Context: an optimization exercise on an open-source flow, tuned for small area, a short achievable clock period and few clock cycles. The choices shown serve that exercise and are no tape-out recipe.
The RTL was checked by simulation tests, not by an equivalence proof against the original design.
No activity file was given, so power comes from the tool's default toggle rates.

==> flow/design.v, too long to show whole: its modules and the start of the top module <==
// module kc_div: 18 lines
// module kc_core: 995 lines
module kc_core (
    input  wire        clk,
    input  wire        rst,
    input  wire        in_valid,
    output wire        in_ready,
    input  wire [1:0]  in_op,
    input  wire        in_wheel,
    input  wire [31:0] in_data,
    output wire [15:0] kp,
    output wire [15:0] ki,
    output wire [15:0] kd,
    output wire [23:0] setpoint_l,
    output wire [23:0] setpoint_r,
    output wire [31:0] speed_inst_l,
    output wire [31:0] speed_inst_r,
    output wire [31:0] speed_avg_l,
    output wire [31:0] speed_avg_r,
    output wire [31:0] integ_l,
    output wire [31:0] integ_r,
    output wire [31:0] prev_err_l,
    output wire [31:0] prev_err_r,
    output wire [15:0] duty_l,
    output wire [15:0] duty_r
);
  // ...
==> flow/flow/run.sh <==
#!/bin/bash
set -euo pipefail
bash standard.sh SETUP_SLACK_MARGIN=7.5 "BUFFER_PORTS_ARGS=-buffer_cell sky130_fd_sc_hd__buf_1" finish > make_finish.log 2>&1
==> flow/standard.sh <==
#!/bin/bash
# synth_recipe.tcl (not shown) runs the flow's synth.tcl, then flattens the netlist and writes it again
# the make line also repeats each setting of config.mk as NAME=value (left out here)
make -C /OpenROAD-flow-scripts/flow DESIGN_CONFIG=/design/flow/config.mk WORK_HOME=/design/flow/orfs CLKGATE_MAP_FILE= SYNTH_SCRIPT=/design/flow/synth_recipe.tcl "${@:-finish}"
==> flow/config.mk <==
export PLATFORM = sky130hd
export DESIGN_NAME = kc_core
export DESIGN_NICKNAME = kc_core
export VERILOG_FILES = /design/flow/design.v
export SDC_FILE = /design/flow/constraint.sdc
export NUM_CORES = 4
export LEC_CHECK = 0
export CAP_MARGIN = 20
export CORE_MARGIN = 2
export CORE_UTILIZATION = 65
export CTS_CLUSTER_DIAMETER = 60
export CTS_CLUSTER_SIZE = 30
export PLACE_DENSITY = 0.85
export SETUP_SLACK_MARGIN = 5
export SLEW_MARGIN = 20
==> flow/constraint.sdc <==
create_clock -name core_clock -period 12.0 [get_ports {clk}]
set_input_delay 2.4000 -clock core_clock [delete_from_list [all_inputs] [get_ports {clk}]]
set_output_delay 2.4000 -clock core_clock [all_outputs]
set_load 0.01 [all_outputs]
==> metrics.md, run 1 <==
| Metric | Value |
|---|---|
| Width of the die | `~300 um` |
| Combinational family with the most area after synthesis | `compound AO/OA/AOI/OAI gates` |
| DRT antenna net count | `0` |
| Crit. End Element | `register` |
| Top power group | `combinational cells` |
| Nonclk buf count | `656` |
| I/O pin total | `423` |
| Final WL | `214 mm` |
| Global-route layer with the greatest usage | `met2` |
| Yosys top cell area share | `0.146` |
| Clock Root Buffer | `clkbuf_16` |
| Critical Path Fanout Max | `8` |
| Initial Util | `0.658` |
| GR Util met1 | `0.524` |
| FFs & Latches | `roughly 700` |
| Final min period | `4.76 ns` |
| Final setup TNS | `0 ns` |
| Yosys cell types | `117` |
| Top Registers | `i_q (32), integ0 (32), integ1 (32)` |
| Die Area | `92,300 um^2` |
| Post-DR vias/cell | `between 6 and 7` |
| Post-Syn Instances | `6,794` |
| Outcome | `no timing/DRC/antenna violations` |
| Yosys top cell by area | `dfxtp_1` |
| Mux cell area share after synthesis | `0.0411` |
| Clock buf/inv share | `0.0402` |
| Largest net degree at the start of global routing | `88` |
Testbench counts, summed over its fixed seeds: cycles 31,593.
==> run 2: changes to the inputs <==
--- a/flow/design.v
+++ b/flow/design.v
@@ -11,16 +11,107 @@
     wire [31:0] a2 = {3'd0, ra} - {2'd0, d, 1'b0};
     wire [31:0] a3 = {3'd0, ra} - {1'd0, d3};
     wire        ge1 = !a1[31];
     wire        ge2 = !a2[31];
     wire        ge3 = !a3[31];
     assign q     = ge3 ? 2'd3 : ge2 ? 2'd2 : ge1 ? 2'd1 : 2'd0;
     assign r_out = ge3 ? a3[28:0] : ge2 ? a2[28:0] : ge1 ? a1[28:0] : ra;
 endmodule
+module kc_dstep (
+    input  wire [3:0] r,
+    input  wire [2:0] x,
+    output reg  [6:0] o
+);
+    always @* begin
+        case ({r, x})
+            7'd0: o = {3'd0, 4'd0};
+            7'd1: o = {3'd0, 4'd1};
+            7'd2: o = {3'd0, 4'd2};
+            7'd3: o = {3'd0, 4'd3};
+            7'd4: o = {3'd0, 4'd4};
+            7'd5: o = {3'd0, 4'd5};
+            7'd6: o = {3'd0, 4'd6};
+            7'd7: o = {3'd0, 4'd7};
+            7'd8: o = {3'd0, 4'd4};
+            7'd9: o = {3'd0, 4'd5};
+            7'd10: o = {3'd0, 4'd6};
+            7'd11: o = {3'd0, 4'd7};
+            7'd12: o = {3'd0, 4'd8};
+            7'd13: o = {3'd0, 4'd9};
+            7'd14: o = {3'd1, 4'd0};
+            7'd15: o = {3'd1, 4'd1};
+            7'd16: o = {3'd0, 4'd8};
+            7'd17: o = {3'd0, 4'd9};
+            7'd18: o = {3'd1, 4'd0};
+            7'd19: o = {3'd1, 4'd1};
+            7'd20: o = {3'd1, 4'd2};
+            7'd21: o = {3'd1, 4'd3};
+            7'd22: o = {3'd1, 4'd4};
+            7'd23: o = {3'd1, 4'd5};
+            7'd24: o = {3'd1, 4'd2};
+            7'd25: o = {3'd1, 4'd3};
+            7'd26: o = {3'd1, 4'd4};
+            7'd27: o = {3'd1, 4'd5};
+            7'd28: o = {3'd1, 4'd6};
+            7'd29: o = {3'd1, 4'd7};
+            7'd30: o = {3'd1, 4'd8};
+            7'd31: o = {3'd1, 4'd9};
+            7'd32: o = {3'd1, 4'd6};
+            7'd33: o = {3'd1, 4'd7};
+            7'd34: o = {3'd1, 4'd8};
+            7'd35: o = {3'd1, 4'd9};
+            7'd36: o = {3'd2, 4'd0};
+            7'd37: o = {3'd2, 4'd1};
+            7'd38: o = {3'd2, 4'd2};
+            7'd39: o = {3'd2, 4'd3};
+            7'd40: o = {3'd2, 4'd0};
+            7'd41: o = {3'd2, 4'd1};
+            7'd42: o = {3'd2, 4'd2};
+            7'd43: o = {3'd2, 4'd3};
+            7'd44: o = {3'd2, 4'd4};
+            7'd45: o = {3'd2, 4'd5};
+            7'd46: o = {3'd2, 4'd6};
+            7'd47: o = {3'd2, 4'd7};
+            7'd48: o = {3'd2, 4'd4};
+            7'd49: o = {3'd2, 4'd5};
+            7'd50: o = {3'd2, 4'd6};
+            7'd51: o = {3'd2, 4'd7};
+            7'd52: o = {3'd2, 4'd8};
+            7'd53: o = {3'd2, 4'd9};
+            7'd54: o = {3'd3, 4'd0};
+            7'd55: o = {3'd3, 4'd1};
+            7'd56: o = {3'd2, 4'd8};
+            7'd57: o = {3'd2, 4'd9};
+            7'd58: o = {3'd3, 4'd0};
+            7'd59: o = {3'd3, 4'd1};
+            7'd60: o = {3'd3, 4'd2};
+            7'd61: o = {3'd3, 4'd3};
+            7'd62: o = {3'd3, 4'd4};
+            7'd63: o = {3'd3, 4'd5};
+            7'd64: o = {3'd3, 4'd2};
+            7'd65: o = {3'd3, 4'd3};
+            7'd66: o = {3'd3, 4'd4};
+            7'd67: o = {3'd3, 4'd5};
+            7'd68: o = {3'd3, 4'd6};
+            7'd69: o = {3'd3, 4'd7};
+            7'd70: o = {3'd3, 4'd8};
+            7'd71: o = {3'd3, 4'd9};
+            7'd72: o = {3'd3, 4'd6};
+            7'd73: o = {3'd3, 4'd7};
+            7'd74: o = {3'd3, 4'd8};
+            7'd75: o = {3'd3, 4'd9};
+            7'd76: o = {3'd4, 4'd0};
+            7'd77: o = {3'd4, 4'd1};
+            7'd78: o = {3'd4, 4'd2};
+            7'd79: o = {3'd4, 4'd3};
+            default: o = 7'd0;
+        endcase
+    end
+endmodule
 module kc_core (
     input  wire        clk,
     input  wire        rst,
     input  wire        in_valid,
     output wire        in_ready,
     input  wire [1:0]  in_op,
     input  wire        in_wheel,
     input  wire [31:0] in_data,
@@ -68,20 +159,21 @@
     reg [24:0] perr0, perr1;
     reg [13:0] duty0, duty1;
     reg [30:0] lim_q;
     reg [28:0] dt_q;           
     reg [30:0] d3_q;           
     reg [28:0] rem_q;          
     reg [1:0]  nb_q;           
     reg        first_q;        
-    reg [3:0]  sk9_q;          
-    reg [6:0]  sk8_q;          
-    reg [8:0]  sk7_q;
-    reg [5:0]  a9s_q;          
+    reg [9:0]  a9r_q;          
+    reg        p9_q, p8_q;     
+    reg        second_q;       
+    reg [1:0]  dig_q;          
+    reg [1:0]  a9a_q;          
     reg [1:0]  a9_q;           
     reg [3:0]  rho_q;          
     reg [3:0]  rho1_q, rho2_q; 
     reg [3:0]  kpc_q;          
     reg [19:0] qa_q, qap_q;    
     reg [24:0] e_q;            
     reg [31:0] i_q;            
     reg        ex_q;           
@@ -116,77 +208,66 @@
     wire        le5000   = !dt_gt500 || (in_data[30:0] <= 31'd6666);
     wire [3:0]  p_n      = le1250 ? 4'd9 : le5000 ? 4'd8 : 4'd7;
     wire [31:0] r0_n     = le1250 ? 32'd312 : le5000 ? 32'd1250 : 32'd5000;
     wire [1:0]  nb0_n    = le1250 ? N_EST[19:18] : le5000 ? N_EST[17:16] : N_EST[15:14];
     wire [23:0] avg9_0 = {avg0, 3'd0} + {4'd0, avg0};
     wire [23:0] avg9_1 = {avg1, 3'd0} + {4'd0, avg1};
     wire [23:0] avg9_w = w ? avg9_1 : avg9_0;
     wire [23:0] a9_sh  = avg9_w >> {cnt - 4'd1, 1'b0};
-    function [6:0] dstep;      
-        input [3:0] r;
-        input [2:0] x;
-        reg   [5:0] t;
-        begin
-            t = {r, 2'b00} + {3'd0, x};
-            if (t >= 6'd40)      dstep = {3'd4, t[3:0] - 4'd8};
-            else if (t >= 6'd30) dstep = {3'd3, t[3:0] - 4'd14};
-            else if (t >= 6'd20) dstep = {3'd2, t[3:0] - 4'd4};
-            else if (t >= 6'd10) dstep = {3'd1, t[3:0] - 4'd10};
-            else                 dstep = {3'd0, t[3:0]};
-        end
-    endfunction
-    wire [5:0]  x08 = avg9_0[23:18];
-    wire [7:0]  x07 = avg9_0[23:16];
-    wire [5:0]  x18 = avg9_1[23:18];
-    wire [7:0]  x17 = avg9_1[23:16];
-    wire [5:0]  q08 = x08 / 6'd10;
-    wire [5:0]  r08 = x08 % 6'd10;
-    wire [7:0]  q07 = x07 / 8'd10;
-    wire [7:0]  r07 = x07 % 8'd10;
-    wire [5:0]  q18 = x18 / 6'd10;
-    wire [5:0]  r18 = x18 % 6'd10;
-    wire [7:0]  q17 = x17 / 8'd10;
-    wire [7:0]  r17 = x17 % 8'd10;
-    wire [13:0] s09 = {10'd0, avg9_0[23:20]};
-    wire [13:0] s08 = {4'd0, q08, r08[3:0]};
-    wire [13:0] s07 = {2'd0, q07, r07[3:0]};
-    wire [13:0] s19 = {10'd0, avg9_1[23:20]};
-    wire [13:0] s18 = {4'd0, q18, r18[3:0]};
-    wire [13:0] s17 = {2'd0, q17, r17[3:0]};
-    wire [13:0] sw9 = in_wheel ? s19 : s09;
-    wire [13:0] sw8 = in_wheel ? s18 : s08;
-    wire [13:0] sw7 = in_wheel ? s17 : s07;
     wire [23:0] a9i  = in_wheel ? avg9_1 : avg9_0;
-    wire [3:0]  rho_e = !first_q ? rho_q : (cnt == 4'd9) ? sk9_q :
-                        (cnt == 4'd8) ? sk8_q[3:0] : sk7_q[3:0];
-    wire [1:0]  a9_e  = !first_q ? a9_q : (cnt == 4'd9) ? a9s_q[5:4] :
-                        (cnt == 4'd8) ? a9s_q[3:2] : a9s_q[1:0];
-    wire [4:0]  q0_e  = (cnt == 4'd9) ? 5'd0 : (cnt == 4'd8) ? {2'd0, sk8_q[6:4]} : sk7_q[8:4];
-    wire [19:0] qa_e  = first_q ? {15'd0, q0_e} : qa_q;
-    wire [19:0] qap_e = first_q ? {15'd0, q0_e} + 20'd1 : qap_q;
-    wire [6:0] ds0 = dstep(rho_e, {1'b0, a9_e} + 3'd0);
-    wire [6:0] ds1 = dstep(rho_e, {1'b0, a9_e} + 3'd1);
-    wire [6:0] ds2 = dstep(rho_e, {1'b0, a9_e} + 3'd2);
-    wire [6:0] ds3 = dstep(rho_e, {1'b0, a9_e} + 3'd3);
+    wire [5:0]  x8   = a9r_q[9:4];
+    wire [7:0]  x7   = a9r_q[9:2];
+    wire [5:0]  q8   = x8 / 6'd10;
+    wire [5:0]  r8   = x8 % 6'd10;
+    wire [7:0]  q7   = x7 / 8'd10;
+    wire [7:0]  r7   = x7 % 8'd10;
+    wire [4:0]  q8p  = q8[4:0] + 5'd1;
+    wire [4:0]  q7p  = q7[4:0] + 5'd1;
+    wire [3:0]  rho_s = p9_q ? a9r_q[9:6] : p8_q ? r8[3:0] : r7[3:0];
+    wire [1:0]  a9_s  = p9_q ? a9r_q[5:4] : p8_q ? a9r_q[3:2] : a9r_q[1:0];
+    wire [4:0]  qa_s  = p9_q ? 5'd0 : p8_q ? q8[4:0] : q7[4:0];
+    wire [4:0]  qap_s = p9_q ? 5'd1 : p8_q ? q8p : q7p;
+    wire [6:0] dsa;
+    kc_dstep u_dsa (.r(rho_q), .x({1'b0, a9a_q} + {1'b0, dig_q}), .o(dsa));
+    wire [19:0] qa_a  = dsa[6] ? {qap_q[17:0], 2'd0} : {qa_q[17:0], dsa[5:4]};
+    wire [19:0] qap_a = dsa[6] ? {qap_q[17:0], 2'd1} :
+                        (dsa[5:4] == 2'd3) ? {qap_q[17:0], 2'd0} :
+                        {qa_q[17:0], dsa[5:4] + 2'd1};
+    wire [3:0]  rho_e = second_q ? dsa[3:0] : rho_q;
+    wire [1:0]  a9_e  = a9_q;
+    wire [19:0] qa_e  = second_q ? qa_a : qa_q;
+    wire [19:0] qap_e = second_q ? qap_a : qap_q;
+    wire [6:0] ds0;
+    kc_dstep u_ds0 (.r(rho_e), .x({1'b0, a9_e} + 3'd0), .o(ds0));
+    wire [6:0] ds1;
+    kc_dstep u_ds1 (.r(rho_e), .x({1'b0, a9_e} + 3'd1), .o(ds1));
+    wire [6:0] ds2;
+    kc_dstep u_ds2 (.r(rho_e), .x({1'b0, a9_e} + 3'd2), .o(ds2));
+    wire [6:0] ds3;
+    kc_dstep u_ds3 (.r(rho_e), .x({1'b0, a9_e} + 3'd3), .o(ds3));
     wire [6:0] ds  = (div_q == 2'd0) ? ds0 : (div_q == 2'd1) ? ds1 :
                      (div_q == 2'd2) ? ds2 : ds3;
     wire [2:0] yv  = ds[6:4];
     wire [19:0] qa_n  = yv[2] ? {qap_e[17:0], 2'd0} : {qa_e[17:0], yv[1:0]};
     wire [19:0] qap_n = yv[2] ? {qap_e[17:0], 2'd1} :
                         (yv[1:0] == 2'd3) ? {qap_e[17:0], 2'd0} :
                         {qa_e[17:0], yv[1:0] + 2'd1};
     wire [19:0] inst_w  = w ? inst1 : inst0;
     wire [19:0] inst_nx = first_q ? {18'd0, div_q} : {inst_w[17:0], div_q};
     wire [15:0] kp_sh = kp_q >> (5'd8 - {cnt, 2'b00});    
     wire [3:0]  kp_c  = kpc_q;
-    wire [6:0] k1a = dstep(rho1_q, {1'b0, kp_c[3:2]});
-    wire [6:0] k2a = dstep(rho2_q, {1'b0, k1a[5:4]});
-    wire [6:0] k1b = dstep(k1a[3:0], {1'b0, kp_c[1:0]});
-    wire [6:0] k2b = dstep(k2a[3:0], {1'b0, k1b[5:4]});
+    wire [6:0] k1a;
+    kc_dstep u_k1a (.r(rho1_q), .x({1'b0, kp_c[3:2]}), .o(k1a));
+    wire [6:0] k2a;
+    kc_dstep u_k2a (.r(rho2_q), .x({1'b0, k1a[5:4]}), .o(k2a));
+    wire [6:0] k1b;
+    kc_dstep u_k1b (.r(k1a[3:0]), .x({1'b0, kp_c[1:0]}), .o(k1b));
+    wire [6:0] k2b;
+    kc_dstep u_k2b (.r(k2a[3:0]), .x({1'b0, k1b[5:4]}), .o(k2b));
     wire [12:0] ki_nx = {ki_q[8:0], k1a[5:4], k1b[5:4]};
     wire [9:0]  kd_nx = {kd_q[5:0], k2a[5:4], k2b[5:4]};
     wire        ex      = ex_q;
     wire [23:0] sp_x    = ex ? sp1 : sp0;
     wire [19:0] avg_x   = ex ? avg1 : avg0;
     wire [31:0] integ_x = ex ? integ1 : integ0;
     wire [24:0] e_n     = {1'b0, sp_x} - {5'd0, avg_x};
     wire        pw      = pw_q;
@@ -866,20 +947,19 @@
         end else begin
             case (state)
                 S_IDLE: begin
                     dt_q   <= dt_n;
                     d3_q   <= 31'h7fffffff;      
                     rem_q  <= r0_n[28:0];
                     nb_q   <= nb0_n;
                     first_q <= 1'b1;
-                    sk9_q  <= sw9[3:0];
-                    sk8_q  <= sw8[6:0];
-                    sk7_q  <= sw7[8:0];
-                    a9s_q  <= a9i[19:14];
+                    a9r_q  <= a9i[23:14];
+                    p9_q   <= le1250;
+                    p8_q   <= !le1250 && le5000;
                     rho1_q <= 4'd0;
                     rho2_q <= 4'd0;
                     kpc_q  <= kp_q[15:12];
                     cnt    <= 4'd0;
                     if (in_valid && in_op == OP_EST) cnt <= p_n;
                     if (in_valid) begin
                         case (in_op)
                             OP_EST: begin
@@ -904,19 +984,22 @@
                 end
                 S_EST: begin
                     cnt   <= cnt - 4'd1;
                     first_q <= 1'b0;
                     d3_q  <= {2'd0, dt_q} + {1'd0, dt_q, 1'b0};
                     rem_q <= div_r;
                     nb_q  <= ne_sh[1:0];
                     a9_q  <= a9_sh[1:0];
-                    rho_q <= ds[3:0];
-                    qa_q  <= qa_n;
-                    qap_q <= qap_n;
+                    second_q <= first_q;
+                    dig_q <= div_q;
+                    a9a_q <= a9_s;
+                    rho_q <= first_q ? rho_s : ds[3:0];
+                    qa_q  <= first_q ? {15'd0, qa_s} : qa_n;
+                    qap_q <= first_q ? {15'd0, qap_s} : qap_n;
                     if (w) inst1 <= inst_nx;
                     else   inst0 <= inst_nx;
                     if (cnt == 4'd0) begin
                         if (w) avg1 <= qa_n;
                         else   avg0 <= qa_n;
                         state <= S_IDLE;
                     end
                 end
==> flow/config.mk (replaced) <==
export PLATFORM = sky130hd
export DESIGN_NAME = kc_core
export DESIGN_NICKNAME = kc_core
export VERILOG_FILES = /design/flow/design.v
export SDC_FILE = /design/flow/constraint.sdc
export NUM_CORES = 4
export LEC_CHECK = 0
export CAP_MARGIN = 20
export CORE_MARGIN = 2
export CORE_UTILIZATION = 55
export CTS_CLUSTER_DIAMETER = 60
export CTS_CLUSTER_SIZE = 30
export PLACE_DENSITY = 0.75
export SETUP_SLACK_MARGIN = 5
export SLEW_MARGIN = 20
==> run 2 against run 1 <==
- die area is 17% higher
- worst setup slack better by 0.087 ns
- sequential cell count is 1 lower
- count of clock-buffer cells in the layout is 6 higher
- sequential share of layout area is 0.61 points higher
- cell area is 3.3% lower
- area after synthesis is 0.82% lower
- largest power group unchanged
- highest routed layer unchanged
==> metrics.md, run 2 <==
| Metric | Value |
|---|---|
| Clock Tree Buf Depth | `3` |
| Reg clk slew, reported paths | `0.09 ns` |
| GRT Total Usage | `0.364` |
| First-pass GRT wire length | `304 mm` |
| Worst-Skew Late Latency | `0.69 ns` |
| Most used cell, CP | `a21o_1` |
| H-tree depth | `3` |
| M3 GR Usage | `0.119` |
| DRT antenna net count | `0 (unchanged)` |
| P per Cell Area | `149 nW/um^2` |
| Row cnt | `119` |
| Synthesized area | `between 50,000 and 60,000 um^2` |
| Die Area | `108,000 um^2 (+17%)` |
| Post-synth EDFFs | `250` |
| Synth Flop Type | `dfxtp_1` |
| Crit. End Element | `register` |
| HPWL after DPL | `149 mm` |
| Final min period | `4.67 ns (-0.0872 ns)` |
| Area grow syn2layout | `12.4%` |
| Global-route layer with the greatest usage | `met2` |
| Final Cycle Share | `0.389` |
| GR met2 Demand/Resource | `0.533` |
| Yosys reg bits | `682` |
| Critical Path Fanout Max | `7 (-1)` |
| Multi-input gate area | `38,900 um^2` |
| Initial antenna violation count | `8` |
| Vias in the first global route | `approximately 51,000` |
| Critical path cell sequence | `buf_12 -> buf_6 -> mux2_4 -> and2_4 -> fa_2 -> ha_2 -> ha_2 -> a21o_1 -> a21o_1 -> a21o_1 -> a21o_1 -> a21o_1 -> a211o_1 -> a211o_4 -> a311o_2 -> nor2_4 -> a2bb2oi_2 -> nor2_1` |
| Hold_sp | `inst0[18]` |
| CP max stage delay | `around 0.54 ns` |
| Post-DR vias/cell | `6.33 (-5.8%)` |
| CP startpoint | `w` |
| Slew HR | `0.149` |
| Clock buffer count from CTS | `72` |
| Yosys cell types | `89 (-24%)` |
| Most frequent cells in the layout | `nand2_1, inv_1, a21oi_1, nor2_1, ha_1` |
| Width of the die | `329 um (+8.2%)` |
| HP Class | `register to register` |
| GR Util met1 | `0.482 (-0.0425)` |
| Ranking of synthesized cells by area | `dfxtp_1, edfxtp_1, ha_1` |
| Top achievable clock speed | `214 MHz` |
| Final WL | `204 mm (-4.3%)` |
| Port bufs | `361` |
| Worst vdd ir | `0.240 mV` |
| GRT overflow | `0` |
| Clock Root Buffer | `clkbuf_16` |
| Final-layout fill cell count | `8,878` |
| MaxCap Viol Count | `0` |
| I/O pin total | `423 (unchanged)` |
| Top Registers | `i_q (32), integ0 (32), integ1 (32)` |
| Reg-to-reg startpoint | `w` |
| RSZ-0062 raised after global routing | `true` |
| Critical R2R Capture | `duty0[0]` |
| Final setup TNS | `0 ns (unchanged)` |
| Initial Util | `0.553 (-0.105)` |
| Clock Sinks | `about 680` |
| Iteration-0 DRC Markers | `6,254` |
| Leakage power | `27.1 nW` |
| Outcome | `no timing/DRC/antenna violations` |
| Most common cell after layout, fill and taps aside | `nand2_1` |
| Critical path class | `register to register` |
| Drc violations | `0` |
| Slowest cell on the critical path | `a311o_2` |
| Yosys top cell by area | `dfxtp_1` |
| Fin. Hold Viols | `0` |
| Hold_ws | `0.458 ns` |
| Cell area after layout | `65,100 um^2` |
| Ratio of cells with drive above 1 in the final layout | `0.0960` |
| Worst hold endpoint | `inst0[18]` |
| Setup slack, reg-to-reg | `roughly 7.3 ns` |
| Gpl congestion | `1.01` |
| Ys Warns | `2` |
| Count of pins over their slew limit | `0` |
| Placed inst area | `around 60,000 um^2` |
| Register Area | `16,200 um^2` |
| Cells on Worst Hold Path | `2` |
| Async set-reset flop share out of synthesis | `0` |
| Yosys top cell area share | `0.149 (+0.00328)` |
| List of most frequent post-synthesis cells | `nand2_1, inv_1, a21oi_1` |
| CTS tree | `done` |
| Core ar. | `105,000 um^2` |
| Nets | `7,826` |
| Die height | `about 330 um` |
| WP data required | `12.55 ns` |
| 1st-pass router iterations | `7` |
| Final Util | `0.621` |
| Post-Syn Instances | `6,799 (+0.074%)` |
| Sequential share of the synthesized area | `0.279` |
| R2R depth | `18` |
| Largest net degree at the start of global routing | `190 (+120%)` |
| Top-count cell post-synth | `nand2_1` |
| Vias | `53,801` |
| Worst-Margin Slew | `1.28 ns` |
| WL per Instance | `24.0 um` |
| Crit path DAT | `~5.2 ns` |
| Syn Area/Cell | `8.52 um^2` |
| Startpoint types | `register` |
| Final setup viols | `0` |
| Clk_skew | `0.0676 ns` |
## run 2: cell types whose count changed in the layout (fill, tap and decap cells not counted), moves of 20 or more
cell | previous run | this run
buf_4 | 246 | 137
mux2i_1 | 78 | 138
nor2_1 | 446 | 494
a21o_1 | 132 | 88
o21ai_0 | 276 | 316
o21a_1 | 87 | 49
a21oi_1 | 503 | 537
nor3_1 | 94 | 126
dfxtp_1 | 377 | 408
o211ai_1 | 33 | 61
a21oi_2 | 38 | 14
a31oi_1 | 80 | 56
nor3b_1 | 28 | 5
mux2_4 | 19 | 39
## run 2: how the worst max path moves through the flow
| stage | to | cells past startpoint |
|---|---|---|
| finish | duty0[0] | 18 |
| global route | qap_q[2] | 19 |
| CTS | duty0[0] | 19 |
| detailed placement | qap_q[4] | 19 |
| global placement | qap_q[2] | 19 |
| floorplan | d3_q[0] | 4 |
## run 2: per-layer routing
metal,share of wire,wire length [um]
met2,0.42,85500
met1,0.38,78100
met3,0.14,28900
met5,0.00018,36
met4,0.057,11700
## run 2: power by group
group | leakage [nW] | internal [mW] | switching, mW | total, mW
Combinational | 20.0 | 1.66 | 2.55 | 4.21
Clock | 1.30 | 1.34 | 1.23 | 2.56
Sequential | 5.82 | 2.61 | 0.293 | 2.90
Total | 27.1 | 5.61 | 4.07 | 9.68
## run 2: worst max-delay path, delay by kind of cell, from the launching register on
kind            cells  cell delay, ns
fa+ha+maj           3            0.96
simple gates        3            0.44
flops               1            0.44
buf+inv             2            0.24
mux                 1            0.35
compound gates      9            2.08
## run 2: timing repair
item                       4_1_cts  5_1_grt
resized for setup              139      141
pin swaps                       44       73
setup endpoints to repair      254      164
cloned                           6        5
setup buffers                   53       36
hold endpoints to repair         0        0
hold buffers                     0        0
## run 2: per-stage QoR
| step | setup WS (ns) | total power, mW | instances |
|---|---|---|---|
| floorplan | 7.34 | 5.68 | 6859 |
| global placement | 6.20 | 6.69 | 8264 |
| detailed placement | 6.00 | 6.78 | 8264 |
| CTS | 7.41 | 9.46 | 8457 |
| global route | 7.22 | 10.2 | 8499 |
| finish | 7.33 | 9.68 | 8503 |
## run 2: layout make-up
class / instances / share of cell area
Antenna cell: 5 / 0.000192
Clock buffer: 81 / 0.0293
Clock inverter: 53 / 0.0119
Inverter: 654 / 0.0379
Multi-Input combinational cell: 5100 / 0.597
Sequential cell: 682 / 0.249
Tap cell: 1391 / 0.0267
Timing Repair Buffer: 537 / 0.0476
## run 2: kinds of logic (layout without fill, tap and decap cells)
logic type,Yosys count,in the layout,share of synthesized area
buffers and inverters,1079,1325,0.0749
DFF,682,682,0.279
and+or+nand+nor,1891,1893,0.149
xor gates and xnor gates,378,378,0.0572
AOI/OAI and AO/OA,1754,1754,0.193
other,1,66,0.0000647
muxes,270,270,0.0510
adders and majority gates,744,744,0.196
Testbench counts of run 2, summed over its fixed seeds: cycles 31,593.
==> run 3: changes to the inputs <==
--- a/flow/config.mk
+++ b/flow/config.mk
@@ -8,8 +8,8 @@
 export CAP_MARGIN = 20
 export CORE_MARGIN = 2
-export CORE_UTILIZATION = 55
+export CORE_UTILIZATION = 60
 export CTS_CLUSTER_DIAMETER = 60
 export CTS_CLUSTER_SIZE = 30
-export PLACE_DENSITY = 0.75
+export PLACE_DENSITY = 0.8
 export SETUP_SLACK_MARGIN = 5
 export SLEW_MARGIN = 20
==> run 3 against run 2 <==
- still clean on timing, DRC and antenna
- clock skew shrank 0.015 ns
- critical path depth unchanged
- cell count is 1.4% lower
- die area shrank 8.2%
- maximum frequency about the same
- first-iteration DRC count rose by 14%
- cell area shrank 0.34%
- via count rose by 0.10%
- sequential power hardly changed
- register-to-register slack about the same
- largest power group unchanged
==> metrics.md, run 3 <==
| Metric | Value |
|---|---|
| DRT antenna net count | `0 (unchanged)` |
| Reg-to-reg startpoint | `w` |
| Final WL | `201 mm (-1.7%)` |
| Post-Syn Instances | `6,799 (unchanged)` |
| Post-Synth Adder-Cell Area | `0.196 (unchanged)` |
| Clk_skew | `0.0526 ns (-0.0149 ns)` |
| Reg clk slew, reported paths | `0.08 ns (about the same)` |
| Final Cycle Share | `0.390 (about the same)` |
| Vias in the first global route | `50,725 (-0.26%)` |
| WP data required | `12.54 ns (about the same)` |
| Post-synth EDFFs | `250 (unchanged)` |
| Syn Area/Cell | `8.52 um^2 (unchanged)` |
| Most used cell, CP | `a21o_1` |
| Iteration-0 DRC Markers | `7,122 (+14%)` |
| Switching Share | `0.418 (-0.00213)` |
| Worst-Margin Slew | `1.11 ns (-0.172 ns)` |
| Fin. Hold Viols | `0 (unchanged)` |
| List of most frequent post-synthesis cells | `nand2_1, inv_1, a21oi_1` |
| Final setup viols | `0 (unchanged)` |
| Vias | `53,857 (+0.10%)` |
| Clock Root Buffer | `clkbuf_16` |
| Ranking of synthesized cells by area | `dfxtp_1, edfxtp_1, ha_1` |
| Setup slack, reg-to-reg | `7.32 ns (about the same)` |
| Width of the die | `315 um (-4.2%)` |
| CP startpoint | `w` |
| CP max stage delay | `0.51 ns (-0.03 ns)` |
| Top achievable clock speed | `214 MHz (about the same)` |
| Critical path class | `register to register` |
| Nets | `7,830 (+0.051%)` |
| Worst hold endpoint | `inst1[18]` |
| Die height | `315 um (-4.2%)` |
| R2R depth | `18 (unchanged)` |
| Post-Place Cells | `8,142 (-1.5%)` |
| Yosys reg bits | `682 (unchanged)` |
| CTS tree | `done` |
| Synth Flop Type | `dfxtp_1` |
| Cell area after layout | `64,900 um^2 (-0.34%)` |
| First-pass GRT wire length | `300 mm (-1.3%)` |
| HP Class | `register to register` |
| Simple-gate portion of the synthesized area | `0.149 (unchanged)` |
| Post-Synth XOR/XNOR Area | `0.0572 (unchanged)` |
| Yosys top cell by area | `dfxtp_1` |
| Worst vdd ir | `0.187 mV (-22%)` |
| Placed inst area | `60,100 um^2 (-0.21%)` |
| Sequential share of the synthesized area | `0.279 (unchanged)` |
| Post-synthesis compound-gate area fraction | `0.193 (unchanged)` |
| Yosys cell types | `89 (unchanged)` |
| Mux cell area share after synthesis | `0.0510 (unchanged)` |
| Largest net degree at the start of global routing | `108 (-43%)` |
| Top Registers | `i_q (32), integ0 (32), integ1 (32)` |
| Slew HR | `0.263 (+0.114)` |
| Cells on Worst Hold Path | `2 (unchanged)` |
| GRT overflow | `0 (unchanged)` |
| MaxCap Viol Count | `0 (unchanged)` |
| Critical R2R Capture | `duty1[10]` |
| Yosys top cell area share | `0.149 (unchanged)` |
| H-tree depth | `3 (unchanged)` |
| Area grow syn2layout | `12.0%` |
| Initial antenna violation count | `7 (-1)` |
| Initial Util | `0.608 (+0.0552)` |
| WL per Instance | `24.0 um (-0.24%)` |
| Count of pins over their slew limit | `0 (unchanged)` |
| Ys Warns | `2 (unchanged)` |
| Crit path DAT | `5.22 ns (about the same)` |
| Outcome | `no timing/DRC/antenna violations` |
| Async set-reset flop share out of synthesis | `0 (unchanged)` |
| Clk pwr share | `0.271 (+0.006)` |
| Worst-Skew Late Latency | `0.69 ns (about the same)` |
| Family with the most delay on the worst path | `compound AO/OA/AOI/OAI gates` |
| Post-DR vias/cell | `6.43 (+1.6%)` |
| Hold_sp | `inst1[18]` |
| GRT Total Usage | `0.392 (+0.0273)` |
| Port bufs | `361 (unchanged)` |
| Final non-filler cell total | `8,380 (-1.4%)` |
| Most frequent cells in the layout | `nand2_1, inv_1, a21oi_1, nor2_1, ha_1` |
| Final setup TNS | `0 ns (unchanged)` |
| Drc violations | `0 (unchanged)` |
| Final min period | `4.68 ns (+0.00248 ns)` |
| Most common cell after layout, fill and taps aside | `nand2_1` |
| Leakage power | `27.2 nW (about the same)` |
| 1st-pass router iterations | `9 (+2)` |
| Combinational family with the most area after synthesis | `adder cells` |
| Die Area | `99,000 um^2 (-8.2%)` |
| Critical Path Fanout Max | `7 (unchanged)` |
| Clock buffer count from CTS | `75 (+4.2%)` |
| Ratio of cells with drive above 1 in the final layout | `0.0955 (-0.000503)` |
| CP Buf/Inv Count | `4 (+2)` |
| I/O pin total | `423 (unchanged)` |
| Synthesized area | `57,900 um^2 (unchanged)` |
| Clock Sinks | `682 (unchanged)` |
| Combinational power share | `0.431 (-0.004)` |
| RSZ-0062 raised after global routing | `true` |
| Row cnt | `113 (-5.0%)` |
| Crit. End Element | `register` |
| Critical path cell sequence | `buf_16 -> buf_4 -> buf_4 -> mux2_4 -> and2_1 -> fa_1 -> ha_4 -> ha_4 -> a21o_1 -> a21o_1 -> a21o_1 -> a21o_1 -> a211o_1 -> a211o_4 -> a311o_2 -> buf_6 -> o21ai_4 -> o21ai_1` |
| Core ar. | `95,300 um^2 (-9.1%)` |
| Top-count cell post-synth | `nand2_1` |
| Gpl congestion | `1.01 (about the same)` |
| Clock Tree Buf Depth | `3 (unchanged)` |
| Final-layout fill cell count | `7,558 (-15%)` |
| Switching power | `4.07 mW (about the same)` |
| Startpoint types | `register` |
| Cell Int Power | `5.65 mW (+0.82%)` |
| Sequential Power Share | `0.298 (-0.002)` |
| HPWL after DPL | `145 mm (-2.7%)` |
| Slowest cell on the critical path | `a311o_2` |
| P per Cell Area | `150 nW/um^2 (+0.79%)` |
==> run 3: per-layer routing <==
metal | routed length, um | global-route usage | part of all wire | vias up
met5 | 14 | 0 | 0.000070 | -
met4 | 11400 | 0.193 | 0.057 | 4
met3 | 29600 | 0.133 | 0.15 | 616
met2 | 84800 | 0.577 | 0.42 | 3481
met1 | 75100 | 0.513 | 0.37 | 25663
li1 | - | - | - | 24093
==> run 3: cell type report <==
cell class                      count  area (um^2)  area share
Multi-Input combinational cell   5100        38700       0.597
Clock buffer                       86         2090      0.0322
Tap cell                         1265         1580      0.0244
Sequential cell                   682        16200       0.250
Antenna cell                        2         5.00   0.0000772
Clock inverter                     53          699      0.0108
Inverter                          654         2460      0.0380
Timing Repair Buffer              538         3090      0.0476
==> run 3: cells by family after synthesis <==
family	Yosys count
xor gates and xnor gates	378
AOI/OAI and AO/OA	1754
muxes	270
and+or+nand+nor	1891
other	1
buffers and inverters	1079
DFF	682
adders and majority gates	744
==> run 3: metrics by stage <==
stage	util	hold slack, ns	total power [mW]	setup slack (ns)
4_1_cts	0.669	0.460	9.46	7.38
3_5_place_dp	0.630	0.449	6.75	5.88
3_3_place_gp	0.630	0.439	6.65	6.15
2_1_floorplan	-	0.445	5.68	7.34
6_report	0.681	0.459	9.72	7.32
5_1_grt	0.681	0.480	10.2	7.26
==> run 3: power groups by stage <==
stage,clock [mW],combinational [mW],sequential (mW)
after detailed placement,0,3.81,2.94
after global routing,2.71,4.58,2.90
after CTS,2.63,3.94,2.89
final,2.63,4.19,2.90
after global placement,0,3.71,2.94
after floorplan,0,2.91,2.78
==> run 3: repair_timing <==
action,CTS,global route
cloned,4,3
resized for setup,119,126
hold buffers,0,0
pin swaps,52,91
setup endpoints to repair,222,128
setup buffers,42,45
==> run 3: how the worst max path moves through the flow <==
stage / slack, ns / to / depth (start not counted)
after CTS: 7.38 / duty0[1] / 19
after floorplan: 7.34 / d3_q[0] / 4
final: 7.32 / duty1[10] / 18
after detailed placement: 5.88 / qap_q[2] / 18
after global routing: 7.26 / duty1[10] / 19
after global placement: 6.15 / qap_q[2] / 18
==> run 3: tightest hold or removal path: stages, from the launching register on <==
cell and delay, ns:
dfxtp_1 0.32, nand2_1 0.05, a21oi_1 0.05
==> run 4: changes to the inputs <==
==> flow/flow/run.sh (replaced) <==
#!/bin/bash
set -euo pipefail
bash standard.sh SETUP_SLACK_MARGIN=8 "BUFFER_PORTS_ARGS=-buffer_cell sky130_fd_sc_hd__buf_1" finish > make_finish.log 2>&1
--- a/flow/config.mk
+++ b/flow/config.mk
@@ -8,8 +8,8 @@
 export CAP_MARGIN = 20
 export CORE_MARGIN = 2
-export CORE_UTILIZATION = 60
+export CORE_UTILIZATION = 55
 export CTS_CLUSTER_DIAMETER = 60
 export CTS_CLUSTER_SIZE = 30
-export PLACE_DENSITY = 0.8
+export PLACE_DENSITY = 0.75
 export SETUP_SLACK_MARGIN = 5
 export SLEW_MARGIN = 20
==> run 4 against run 3 <==
- largest power group unchanged
- critical path depth unchanged
- utilization down 3.7 points
- still clean on timing, DRC and antenna
- critical endpoint is now duty1[12]
- register-to-register slack better by 0.07 ns
- sequential cell count unchanged
- clock power down 3%
==> metrics.md, run 4 <==
| Metric | Value |
|---|---|
| Yosys top cell by area | `dfxtp_1` |
| Final setup TNS | `0 ns (unchanged)` |
| Final setup viols | `0 (unchanged)` |
| WL per Instance | `24.3 um (+1.6%)` |
| Initial antenna violation count | `6 (-1)` |
| Sequential share of the synthesized area | `0.279 (unchanged)` |
| Area grow syn2layout | `16.6%` |
| Count of pins over their slew limit | `0 (unchanged)` |
| Clk_skew | `0.0503 ns (-0.00237 ns)` |
| Iteration-0 DRC Markers | `6,942 (-2.5%)` |
| Synthesized area | `57,900 um^2 (unchanged)` |
| Yosys reg bits | `682 (unchanged)` |
| Critical Path Fanout Max | `5 (-2)` |
| R2R depth | `18 (unchanged)` |
| Reg clk slew, reported paths | `0.08 ns (about the same)` |
| Top-count cell post-synth | `nand2_1` |
| Die height | `329 um (+4.4%)` |
| Critical R2R Capture | `duty1[12]` |
| HP Class | `register to register` |
| CTS tree | `done` |
| Syn Area/Cell | `8.52 um^2 (unchanged)` |
| Multi-input gate area | `40,100 um^2 (+3.5%)` |
| Post-Syn Instances | `6,799 (unchanged)` |
| CP Buf/Inv Count | `3 (-1)` |
| M3 GR Usage | `0.138 (+0.00465)` |
| CP max stage delay | `0.43 ns (-0.08 ns)` |
| Synth Flop Type | `dfxtp_1` |
| Yosys top cell area share | `0.149 (unchanged)` |
| Clock Tree Buf Depth | `3 (unchanged)` |
| Hold Buf Count CTS | `0 (unchanged)` |
| Critical path cell sequence | `buf_16 -> buf_4 -> mux2_4 -> and2_4 -> fa_1 -> ha_1 -> ha_2 -> a21o_1 -> a21o_1 -> a21o_1 -> a21o_1 -> a21o_1 -> a211o_1 -> a211o_4 -> buf_4 -> nor4_4 -> or3b_4 -> a21oi_1` |
| Post-synth EDFFs | `250 (unchanged)` |
| HPWL after DPL | `149 mm (+2.8%)` |
| Ys Warns | `2 (unchanged)` |
| Fin. Hold Viols | `0 (unchanged)` |
| GRT overflow | `0 (unchanged)` |
| Ratio of cells with drive above 1 in the final layout | `0.147 (+0.0515)` |
| Row cnt | `119 (+5.3%)` |
| Crit. End Element | `register` |
| Post-DR vias/cell | `6.33 (-1.4%)` |
| I/O pin total | `423 (unchanged)` |
| Clock Root Buffer | `clkbuf_16` |
| Final min period | `4.60 ns (-0.0720 ns)` |
| List of most frequent post-synthesis cells | `nand2_1, inv_1, a21oi_1` |
| Cell area after layout | `67,500 um^2 (+4.1%)` |
| GR met2 Demand/Resource | `0.535 (-0.0428)` |
| GR Util met1 | `0.476 (-0.0377)` |
| Vias in the first global route | `50,806 (+0.16%)` |
| Vias | `54,586 (+1.4%)` |
| H-tree depth | `3 (unchanged)` |
| Most frequent cells in the layout | `nand2_1, inv_1, a21oi_1, nor2_1, ha_1` |
| 1st-pass router iterations | `9 (unchanged)` |
| MaxCap Viol Count | `0 (unchanged)` |
| Crit path DAT | `5.17 ns (-0.05 ns)` |
| Final Cycle Share | `0.384 (-0.00600)` |
| Hold_ws | `0.453 ns (-0.00618 ns)` |
| Worst slack, placed | `6.19 ns (+0.303 ns)` |
| Die Area | `108,000 um^2 (+9.0%)` |
| P per Cell Area | `150 nW/um^2 (+0.23%)` |
| Worst-Skew Late Latency | `0.69 ns (about the same)` |
| Setup slack, reg-to-reg | `7.40 ns (+0.07 ns)` |
| Largest net degree at the start of global routing | `99 (-8.3%)` |
| Async set-reset flop share out of synthesis | `0 (unchanged)` |
| Cells on Worst Hold Path | `2 (unchanged)` |
| Clock buffer count from CTS | `74 (-1.3%)` |
| Final-layout fill cell count | `8,470 (+12%)` |
| Gpl congestion | `1.01 (+0.45%)` |
| Top Registers | `i_q (32), integ0 (32), integ1 (32)` |
| WP data required | `12.57 ns (+0.03 ns)` |
| DRT antenna net count | `0 (unchanged)` |
| Hold_sp | `inst0[18]` |
| Family with the most delay on the worst path | `compound AO/OA/AOI/OAI gates` |
| Most used cell, CP | `a21o_1` |
| Setup WS post-layout | `7.40 ns (+0.0720 ns)` |
| Worst-Margin Slew | `1.17 ns (+0.0648 ns)` |
| Outcome | `no timing/DRC/antenna violations` |
| Worst vdd ir | `0.145 mV (-23%)` |
| Worst hold endpoint | `inst0[18]` |
| Final WL | `210 mm (+4.4%)` |
| GRT Total Usage | `0.369 (-0.0223)` |
| Drc violations | `0 (unchanged)` |
| Width of the die | `329 um (+4.4%)` |
| Core ar. | `105,000 um^2 (+10%)` |
| Global-route layer with the greatest usage | `met2` |
| Post-Place Cells | `8,271 (+1.6%)` |
| Final non-filler cell total | `8,617 (+2.8%)` |
| Clock Sinks | `682 (unchanged)` |
| Slew HR | `0.220 (-0.0432)` |
| Critical path class | `register to register` |
| Register Area | `16,300 um^2 (+0.69%)` |
| Placed inst area | `60,400 um^2 (+0.56%)` |
| Startpoint types | `register` |
| Nets | `7,936 (+1.4%)` |
| Initial Util | `0.553 (-0.0552)` |
| Slowest cell on the critical path | `fa_1` |
| Port bufs | `361 (unchanged)` |
| RSZ-0062 raised after global routing | `true` |
| Total power | `10.1 mW (+4.3%)` |
| Final Util | `0.644 (-0.0366)` |
| Reg-to-reg startpoint | `w` |
| Leakage power | `27.9 nW (+2.7%)` |
| Most common cell after layout, fill and taps aside | `nand2_1` |
| Top achievable clock speed | `217 MHz (+1.6%)` |
| First-pass GRT wire length | `307 mm (+2.5%)` |
| Ranking of synthesized cells by area | `dfxtp_1, edfxtp_1, ha_1` |
| Yosys cell types | `89 (unchanged)` |
-- run 4: cell counts after synthesis --
No cell type changed its count.
-- run 4: layout make-up --
type | count | area share
Multi-Input combinational cell | 5102 | 0.594
Sequential cell | 682 | 0.242
Timing Repair Buffer | 643 | 0.0626
Inverter | 654 | 0.0367
Clock buffer | 85 | 0.0294
Tap cell | 1391 | 0.0258
Clock inverter | 53 | 0.00977
Antenna cell | 7 | 0.000259
-- run 4: where the power goes --
part	switching (mW)	total [mW]	internal (mW)
clock	1.21	2.55	1.34
combinational	2.78	4.72	1.93
sequential	0.260	2.88	2.62
-- run 4: how the worst max path moves through the flow --
stage	startpoint	end	slack, ns	cells after the start
2_1_floorplan	rst	d3_q[0]	7.34	4
6_report	w	duty1[12]	7.40	18
3_5_place_dp	dt_q[1]	qap_q[4]	6.19	17
3_3_place_gp	a9a_q[0]	qap_q[2]	6.24	18
5_1_grt	a9a_q[0]	qap_q[2]	7.26	20
4_1_cts	w	duty0[2]	7.48	19
-- run 4: layer usage --
layer,vias to the layer above,part of all wire,wire [um]
li1,24311,-,-
met5,-,0.00055,115
met3,671,0.14,29900
met2,3472,0.42,87600
met4,8,0.062,13000
met1,26124,0.38,79100
-- run 4: what timing repair did --
| item | CTS | global route |
|---|---|---|
| endpoints found under the setup margin | 346 | 292 |
| setup buffers | 89 | 96 |
| gates resized for setup | 272 | 377 |
| gates cloned | 10 | 6 |
| pin swaps | 62 | 216 |
-- run 4: worst register-to-register path, cell delays in order (launching register included) --
cell and delay [ns]:
dfxtp_4 0.42, buf_16 0.15, buf_4 0.13, mux2_4 0.31, and2_4 0.16, fa_1 0.43, ha_1 0.31, ha_2 0.18
a21o_1 0.18, a21o_1 0.15, a21o_1 0.15, a21o_1 0.15, a21o_1 0.15, a211o_1 0.28, a211o_4 0.38, buf_4 0.16
nor4_4 0.27, or3b_4 0.40, a21oi_1 0.13
-- run 4: kinds of logic (layout without fill, tap and decap cells) --
group | Yosys count | count (layout) | share of synthesized area
adder cells (fa/ha/maj) | 744 | 744 | 0.196
buffers and inverters | 1079 | 1435 | 0.0749
XOR/XNOR | 378 | 378 | 0.0572
AO/OA/AOI/OAI | 1754 | 1755 | 0.193
multiplexers | 270 | 270 | 0.0510
other | 1 | 68 | 0.0000647
AND/OR/NAND/NOR | 1891 | 1894 | 0.149
flip-flops | 682 | 682 | 0.279

[static timing again, ports no longer ideal]
How much do the figures lean on ideal ports? The routed layouts below were timed once more, with nothing changed but the port constraints.
Step 1, drivers: a clkbuf_16 drives clk and a buf_2 each remaining input, both assumed.
Step 2 also shifts input and output timing later by t, the mid clock arrival at the registers, as if the neighbouring blocks saw the same clock.
a / b / c = ideal ports / drivers / drivers and shift; a / b = the first two.
run | t, ns | slack for setup (ns) | clock arrival spread, ns | cell pins on the clock port's net
run 1 | 0.760 | 7.239 / 7.167 / 6.407 | 0.040 / 0.040 | 1
run 2 | 0.728 | 7.326 / 7.326 / 6.865 | 0.072 / 0.072 | 1
run 3 | 0.738 | 7.324 / 7.324 / 6.813 | 0.057 / 0.057 | 1
run 4 | 0.742 | 7.396 / 7.396 / 7.129 | 0.055 / 0.055 | 1
After both steps every run listed still meets setup and hold. The setup slack of run 1, which loses most, moves by -0.072 ns with the drivers and by -0.832 ns with both steps.
